Background: an optimization exercise with open tools, aiming at small area, a short achievable clock period and few clock cycles. Do not read the settings as production practice.
Where RTL was checked, it was by simulation tests only, not by an equivalence proof against the original.
Power is estimated from default activity; no workload was simulated.

// ssdv_recoder
module ssdv_recoder (
    input  wire        clk,
    input  wire        rst,
    input  wire        in_valid,
    output wire        in_ready,
    input  wire [1:0]  in_op,
    input  wire [11:0] in_coef,
    input  wire [7:0]  in_qs,
    input  wire [7:0]  in_qd,
    input  wire [1:0]  in_comp,
    input  wire        in_rb,
    input  wire        in_dec,
    output reg         out_valid,
    input  wire        out_ready,
    output reg  [7:0]  out_byte
);
Size: ~3800 cells after synthesis, about 400 flip-flops, about 48 I/O pins, ~0.034 mm^2 of cells after synthesis.
Settings: LEC_CHECK=0, CAP_MARGIN=20, CORE_MARGIN=2, CORE_UTILIZATION=40, PLACE_DENSITY=0.6, SETUP_SLACK_MARGIN=3.6, SLEW_MARGIN=20, SYNTH_MEMORY_MAX_BITS=65536, TNS_END_PERCENT=5; clock period 8.0 ns.
run.sh (not shown) runs the stock make flow with config.mk's settings and CLKGATE_MAP_FILE= SYNTH_SCRIPT=/design/flow/synth_recipe.tcl, a recipe that flattens the netlist after the stock synthesis.
Testbench counts at the start, summed over its fixed seeds: cycles 22,094.
Edit:
--- a/flow/design.v
+++ b/flow/design.v
@@ -173,17 +173,17 @@
     input  wire [1:0]  in_comp,
     input  wire        in_rb,
     input  wire        in_dec,
     output reg         out_valid,
     input  wire        out_ready,
     output reg  [7:0]  out_byte
 );
     localparam OP_COEF = 2'd0, OP_EOB = 2'd1, OP_SYNC = 2'd2, OP_INIT = 2'd3;
-    localparam W = 36;             
+    localparam W = 40;             
     localparam [3:0] T_AC = 4'd0, T_ACL = 4'd1, T_EOB = 4'd2, T_SYNC = 4'd3,
                      T_INIT = 4'd4;   
     wire stall;
     assign in_ready = !stall;
     wire adv = !stall;
     reg  [5:0]  k;
     reg         decb;
     reg  [15:0] dcs0, dcs1, dcs2;
@@ -489,17 +489,17 @@
     wire        out_free = !out_valid || out_ready;
     wire        pop      = out_free && !zpend && (cnt >= 6'd8);
     wire [5:0]  amt      = ncnt - {1'b0, plen};
     wire [W+25:0] placed = {{W{1'b0}}, pbits} << amt;
     wire [W-1:0] acc_or  = p_take ? (acc | placed[W-1:0]) : acc;
     always @(posedge clk) begin
         if (rst) begin
             pv <= 1'b0; acc <= {W{1'b0}}; cnt <= 6'd0; ncnt <= W[5:0]; zpend <= 1'b0;
-            out_valid <= 1'b0;
+            out_valid <= 1'b0; out_byte <= 8'd0;
         end else begin
             if (!p_hold) begin
                 pv    <= gv && gpush;
                 plen  <= h_len;
                 pbits <= h_bits;
             end
             acc <= pop ? {acc_or[W-9:0], 8'd0} : acc_or;
             cnt <= cnt - (pop ? 6'd8 : 6'd0) + (p_take ? {1'b0, plen} : 6'd0);
Outcome:
- synthesized cell count went down by 0.37%
- clock-buffer cell count went up by 4
- worst hold slack stays flat
- die area is about the same
- critical path depth went up by 7
- wire length went down by about 2.4%
- design area went down by 1.1%
- total power went down by about 3%
Testbench counts after the change, summed over its fixed seeds: cycles 22,021.

---

ssdv_recoder, a different RTL version from the one above (not shown whole).
Size in the first run: about 400 flip-flops, ~48 I/O pins.
export LEC_CHECK = 0
export CAP_MARGIN = 20
export CORE_MARGIN = 2
export CORE_UTILIZATION = 40
export PLACE_DENSITY = 0.6
export SETUP_SLACK_MARGIN = 3.6
export SLEW_MARGIN = 20
export SYNTH_MEMORY_MAX_BITS = 65536
export TNS_END_PERCENT = 5
create_clock -name core_clock -period 8.0 [get_ports {clk}]
Change:
--- a/flow/design.v
+++ b/flow/design.v
@@ -174,15 +174,15 @@
     input  wire        in_rb,
     input  wire        in_dec,
     output reg         out_valid,
     input  wire        out_ready,
     output reg  [7:0]  out_byte
 );
     localparam OP_COEF = 2'd0, OP_EOB = 2'd1, OP_SYNC = 2'd2, OP_INIT = 2'd3;
-    localparam W = 36;             
+    localparam W = 40;             
     localparam [3:0] T_AC = 4'd0, T_ACL = 4'd1, T_EOB = 4'd2, T_SYNC = 4'd3,
                      T_INIT = 4'd4;   
     wire stall;
     assign in_ready = !stall;
     wire adv = !stall;
     reg  [5:0]  k;
     reg         decb;
- setup slack gets worse by 140 ps
- cell area is higher by 0.65%
- die area is higher by 0.79%
- fmax is lower by 3.0%
- flip-flop and latch count is higher by 4
Testbench counts after the change, summed over its fixed seeds: cycles 22,021.
Only the layout flow was run in the first run of this note; the RTL was not checked for function there.

[static timing again, ports no longer ideal]
Ports are ideal in the flow. The routed layouts listed here were re-timed in OpenROAD.
Step 1, drivers: a clkbuf_16 drives clk and a buf_2 each remaining input, both assumed.
Step 2 times the ports against the registers' clock, not the clock port: input delays grow and output delays shrink by t, the midpoint of the rising clock arrivals with the driver on.
Slacks: ideal ports / drivers / drivers and shift; pairs: ideal ports / drivers.
| run | shift t [ns] | setup slack, ns | hold WS [ns] | worst register clock-pin slew, ns |
|---|---|---|---|---|
| the first run of note 1 | 0.667 | 3.365 / 3.298 / 2.968 | 0.417 / 0.417 / 0.417 | 0.06 / 0.06 |
| the second run of note 1 | 0.655 | 3.461 / 3.428 / 2.854 | 0.419 / 0.419 / 0.419 | 0.07 / 0.07 |
| the first run of note 2 | 0.653 | 3.467 / 3.403 / 2.998 | 0.418 / 0.418 / 0.418 | 0.07 / 0.07 |
| the second run of note 2 | 0.649 | 3.328 / 3.328 / 2.947 | 0.415 / 0.415 / 0.415 | 0.06 / 0.06 |
After both steps every run listed still meets setup and hold. The setup slack of the second run of note 1, which loses most, moves by -0.033 ns with the drivers and by -0.607 ns with both steps.
